Context: an optimization exercise on an open-source flow, tuned for a short achievable clock period and few clock cycles. The choices shown serve that exercise and are no tape-out recipe.
At most, simulation tests tie the RTL to the original design; equivalence was not proved.
Power is estimated from default activity; no workload was simulated.

==> flow/design.v <==
module csc16 (
    input  wire        clk,
    input  wire        rst,
    input  wire        cmd_valid,
    output wire        cmd_ready,
    input  wire [39:0] cmd_word,
    output wire        rsp_valid,
    output wire [2:0]  rsp_status,
    output wire [31:0] rsp_res,
    output reg         str_valid,
    output reg  [7:0]  str_data,
    output wire        tx_valid,
    output wire [7:0]  tx_data,
    input  wire        tx_ok,
    input  wire        tx_fail,
    output wire        rx_req,
    input  wire        rx_valid,
    input  wire [7:0]  rx_data,
    input  wire        rx_timeout,
    input  wire        rx_err
);
    localparam [2:0] ST_OK       = 3'd0;
    localparam [2:0] ST_SHORT    = 3'd1;
    localparam [2:0] ST_MISMATCH = 3'd2;
    localparam [2:0] ST_TRANSP   = 3'd3;
    localparam [2:0] ST_ILLEGAL  = 3'd4;
    function [15:0] crc_step;
        input [15:0] s;
        input [7:0]  b;
        integer i;
        reg [15:0] t;
        begin
            t = s ^ {b, 8'h00};
            for (i = 0; i < 8; i = i + 1)
                if (t[15]) t = (t << 1) ^ 16'h1021;
                else       t = t << 1;
            crc_step = t;
        end
    endfunction
    reg [15:0] crc;
    reg        ir;       
    reg        rr;       
    reg        txm;      
    reg        rxm;      
    reg        last;     
    reg        tl;       
    reg        dl;       
    reg        feed;     
    reg        decm;     
    reg        strm;     
    reg        ckm;      
    reg        s8;       
    reg        s16;      
    reg        hm;       
    reg        clrp;     
    reg        updp;     
    reg [2:0]  st;
    reg [31:0] R;        
    reg [31:0] sh;       
    reg [5:0]  cnt;      
    wire tdone = tl & tx_ok;
    wire ddone = dl & rx_valid;
    assign rsp_valid  = rr | tdone | ddone;
    assign cmd_ready  = ir | tdone | ddone;
    assign rsp_status = st;
    assign rsp_res    = {R[31:8] | {24{s8 & rx_data[7]}}, rxm ? rx_data : R[7:0]};
    assign tx_valid   = txm;
    assign rx_req     = rxm;
    assign tx_data    = sh[31:24];
    wire       take  = cmd_valid & cmd_ready;
    wire [7:0] op    = cmd_word[39:32];
    wire [31:0] imm  = cmd_word[31:0];
    wire [15:0] crc_a  = crc_step(crc, 8'h00);
    wire [15:0] crc_rx = crc_a ^ crc_step(16'h0000, rx_data);
    wire [15:0] crc_tx = crc_a ^ crc_step(16'h0000, sh[31:24]);
    wire        fd_rx  = rxm & feed & rx_valid;
    wire        fd_tx  = (txm & feed & tx_ok) | updp;
    wire [15:0] crc_nx = clrp ? 16'h0000 : fd_rx ? crc_rx : fd_tx ? crc_tx : crc;
    wire [31:0] sh_ld = op[5]           ? {crc_nx, 16'd0}    :
                        (op[4] & op[1]) ? imm                :
                        (op[4] & op[0]) ? {imm[15:0], 16'd0} :
                                          {imm[7:0], 24'd0};
    always @(posedge clk) begin
        if (rst)
            crc <= 16'h0000;
        else
            crc <= crc_nx;
    end
    always @(posedge clk) begin
        str_valid <= 1'b0;
        str_data  <= rx_data;
        rr   <= 1'b0;
        clrp <= 1'b0;
        updp <= 1'b0;
        if (rst) begin
            ir  <= 1'b1;
            txm <= 1'b0;
            rxm <= 1'b0;
            tl  <= 1'b0;
            dl  <= 1'b0;
            s8  <= 1'b0;
        end else begin
            if (txm) begin
                if (tx_fail) begin
                    txm <= 1'b0;
                    tl  <= 1'b0;
                    ir  <= 1'b1;
                    rr  <= 1'b1;
                    st  <= ST_TRANSP;
                    R   <= 32'd0;
                end else if (tx_ok) begin
                    sh   <= {sh[23:0], 8'd0};
                    cnt  <= cnt - 6'd1;
                    last <= (cnt == 6'd2);
                    tl   <= (cnt == 6'd2);
                    if (last) begin
                        txm <= 1'b0;
                        ir  <= 1'b1;
                    end
                end
            end
            if (rxm) begin
                if (rx_timeout | rx_err) begin
                    rxm <= 1'b0;
                    dl  <= 1'b0;
                    s8  <= 1'b0;
                    ir  <= 1'b1;
                    rr  <= 1'b1;
                    st  <= rx_timeout ? ST_SHORT : ST_TRANSP;
                    R   <= 32'd0;
                end else if (rx_valid) begin
                    if (strm) begin
                        cnt <= cnt + 6'd1;
                        if (rx_data == 8'h00) begin
                            rxm <= 1'b0;
                            ir  <= 1'b1;
                            rr  <= 1'b1;
                            R   <= {26'd0, cnt};
                        end else begin
                            str_valid <= 1'b1;
                            if (cnt == 6'd47) begin
                                rxm <= 1'b0;
                                ir  <= 1'b1;
                                rr  <= 1'b1;
                                R   <= {26'd0, cnt + 6'd1};
                            end
                        end
                    end else if (ckm) begin
                        last <= 1'b1;
                        if (!last) begin
                            hm       <= (rx_data == crc[15:8]);
                            R[15:8]  <= rx_data;
                        end else begin
                            rxm <= 1'b0;
                            ir  <= 1'b1;
                            rr  <= 1'b1;
                            if (hm && rx_data == crc[7:0]) begin
                                R <= {16'd0, R[15:8], rx_data};
                            end else begin
                                R  <= 32'd0;
                                st <= ST_MISMATCH;
                            end
                        end
                    end else begin
                        cnt  <= cnt - 6'd1;
                        last <= (cnt == 6'd2);
                        dl   <= (cnt == 6'd2);
                        R    <= {s16 ? {16{rx_data[7]}} : R[23:8], rx_data, 8'd0};
                        if (last) begin
                            rxm <= 1'b0;
                            dl  <= 1'b0;
                            s8  <= 1'b0;
                            ir  <= 1'b1;
                        end
                    end
                end
            end
            if (take) begin
                st   <= ST_OK;
                R    <= 32'd0;
                txm  <= 1'b0;
                rxm  <= 1'b0;
                tl   <= 1'b0;
                dl   <= 1'b0;
                s8   <= 1'b0;
                s16  <= 1'b0;
                decm <= 1'b0;
                strm <= 1'b0;
                ckm  <= 1'b0;
                feed <= 1'b0;
                last <= 1'b0;
                ir   <= 1'b1;
                cnt  <= 6'd0;
                sh   <= sh_ld;
                case (op)
                    8'h00: begin
                        clrp <= 1'b1;
                        rr   <= 1'b1;
                    end
                    8'h01: begin
                        updp <= 1'b1;
                        rr   <= 1'b1;
                    end
                    8'h02: begin
                        R    <= {16'd0, crc_nx};
                        rr   <= 1'b1;
                    end
                    8'h10, 8'h11, 8'h12, 8'h14, 8'h15, 8'h16: begin
                        txm  <= 1'b1;
                        ir   <= 1'b0;
                        feed <= 1'b1;
                        case (op[1:0])
                            2'd0: begin
                                cnt  <= 6'd1;
                                last <= 1'b1;
                                tl   <= 1'b1;
                            end
                            2'd1: begin
                                cnt <= 6'd2;
                            end
                            default: begin
                                cnt <= 6'd4;
                            end
                        endcase
                    end
                    8'h30: begin
                        txm <= 1'b1;
                        ir  <= 1'b0;
                        cnt <= 6'd2;
                    end
                    8'h20, 8'h21, 8'h22, 8'h24, 8'h25, 8'h26: begin
                        rxm  <= 1'b1;
                        ir   <= 1'b0;
                        feed <= 1'b1;
                        decm <= 1'b1;
                        case (op[1:0])
                            2'd0: begin
                                cnt  <= 6'd1;
                                last <= 1'b1;
                                dl   <= 1'b1;
                                s8   <= op[2];
                            end
                            2'd1: begin
                                cnt <= 6'd2;
                                s16 <= op[2];
                            end
                            default: cnt <= 6'd4;
                        endcase
                    end
                    8'h28: begin
                        rxm  <= 1'b1;
                        ir   <= 1'b0;
                        feed <= 1'b1;
                        strm <= 1'b1;
                    end
                    8'h31: begin
                        rxm <= 1'b1;
                        ir  <= 1'b0;
                        ckm <= 1'b1;
                        cnt <= 6'd2;
                    end
                    default: begin
                        st <= ST_ILLEGAL;
                        rr <= 1'b1;
                    end
                endcase
            end
        end
    end
endmodule
clock: 4.0 ns
lec_check: 0
abc_clock_period_in_ps: 1500
cap_margin: 20
core_margin: 2
core_utilization: 40
setup_slack_margin: 2.2
slew_margin: 20
tns_end_percent: 100
run.sh (not shown) runs the stock make flow with config.mk's settings and CLKGATE_MAP_FILE= SYNTH_SCRIPT=/design/flow/synth_recipe.tcl, a recipe that flattens the netlist after the stock synthesis.
Change:
ABC_CLOCK_PERIOD_IN_PS = 50   (was 1500)
SETUP_SLACK_MARGIN = 5.0   (was 2.2)
=> Routed wire length increases by 12%. Cell area increases by 8.2%. Die area stays the same. Worst setup slack is better by 0.053 ns. Count of clock-buffer cells in the layout decreases by 8. Synthesized cell count stays the same. Area after synthesis does not change. Global-route usage increases by 1.8 points. Fmax increases by 2.2%. Cell count increases by 5.5%.
Change:
ABC_CLOCK_PERIOD_IN_PS = 1500   (was 50)
SETUP_SLACK_MARGIN = 3.0   (was 5.0)
The new run completed with no timing, DRC or antenna violations.
Synthesized cell count does not change.
Worst hold slack gets better by 0.040 ns.
Sequential power hardly moves.
Die area stays the same.
Cell area decreases by 0.99%.
Function was not checked in any run of this note: the RTL went through the layout flow alone.

// csc16: RTL as listed in full above, without the edits since
make LEC_CHECK=0 ABC_CLOCK_PERIOD_IN_PS=1500 CAP_MARGIN=20 CORE_MARGIN=2 CORE_UTILIZATION=40 SETUP_SLACK_MARGIN=5.0 SLEW_MARGIN=20 TNS_END_PERCENT=100 finish   # period 4.0 ns
Change:
- ABC_CLOCK_PERIOD_IN_PS: 1500 -> 500
- SETUP_SLACK_MARGIN: 5.0 -> 3.0
Non-clock buffer count came out lower by 5.
Worst setup slack stays flat.
First-iteration DRC count came out higher by about 9%.
Clock skew is about the same.
Count of clock-buffer cells in the layout is unchanged.
Combinational power came out lower by about 0.5%.
Maximum frequency hardly moves.
Routed wire length came out higher by 1.0%.
No functional check of the RTL was part of any run of this note.

Another version of the RTL of csc16 (not shown whole).
For scale: about 980 cells after synthesis, ~110 I/O pins.
clock: 4.0 ns
lec_check: 0
abc_clock_period_in_ps: 1500
cap_margin: 20
core_margin: 2
core_utilization: 40
setup_slack_margin: 2.5
slew_margin: 20
synth_hierarchical: 1
synth_minimum_keep_size: 0
tns_end_percent: 100
The starting point completed with no timing, DRC or antenna violations.
Testbench counts at the start, summed over its fixed seeds: cycles 19,498.
Then changed:
Settings changed: CORE_UTILIZATION 40 to 35, SETUP_SLACK_MARGIN 2.5 to 3.0.
Result: The new run finished with timing, DRC and antenna clean; final cell count goes up by 3.5%; via count went down by 0.68%; non-clock buffer count grows by 2.
Then changed:
Settings changed: CORE_UTILIZATION 35 to 45, SETUP_SLACK_MARGIN 3.0 to 5.0.
The changed run went through all stages and came out clean.
Sequential power hardly moves.
Area after synthesis is unchanged.
Wire length decreases by about 3%.
Sequential cell count is unchanged.
Hold slack degrades by 0.060 ns.
Power went up by 2.0%.
Via count rises by about 0.56%.
Then changed:
Settings changed: CORE_UTILIZATION 45 to 40.
Via count stays flat.
Flip-flop and latch count stays the same.
Critical path depth drops by 6.
Global-route usage drops by 2.5 points.
Cell area is higher by a few percent.
Total power goes down by a few percent.

-- port drivers added, routing unchanged --
How much do the figures lean on ideal ports? The routed layouts below were timed once more, with nothing changed but the port constraints.
Step 1 (the two cells are an assumption about what drives the block):
set clk [get_ports {clk}]
set_driving_cell -lib_cell sky130_fd_sc_hd__clkbuf_16 $clk
set_driving_cell -lib_cell sky130_fd_sc_hd__buf_2 [delete_from_list [all_inputs] $clk]
Step 2 also shifts input and output timing later by t, the mid clock arrival at the registers, as if the neighbouring blocks saw the same clock.
Three values: ideal ports, drivers, drivers and shift; two values: the first two.
run	shift t [ns]	slack for setup (ns)	worst setup path after step 2	latest minus earliest clock arrival (ns)	pins driven straight from the clock port
the first run of note 1	0.464	1.558 / 1.563 / 1.099	input to register	0.011 / 0.010	1
the second run of note 1	0.476	1.611 / 1.571 / 1.137	input to register	0.014 / 0.014	1
the third run of note 1	0.470	1.610 / 1.583 / 1.134	input to register	0.013 / 0.013	1
the first run of note 2	0.476	1.611 / 1.571 / 1.137	input to register	0.014 / 0.014	1
the second run of note 2	0.470	1.610 / 1.583 / 1.134	input to register	0.013 / 0.013	1
the first run of note 3	0.463	1.756 / 1.708 / 1.360	input to register	0.014 / 0.013	1
the second run of note 3	0.469	1.726 / 1.682 / 1.331	input to register	0.013 / 0.013	1
the third run of note 3	0.466	1.775 / 1.755 / 1.349	input to register	0.010 / 0.010	1
the fourth run of note 3	0.469	1.779 / 1.732 / 1.330	input to register	0.009 / 0.008	1
After both steps every run listed still meets setup and hold.
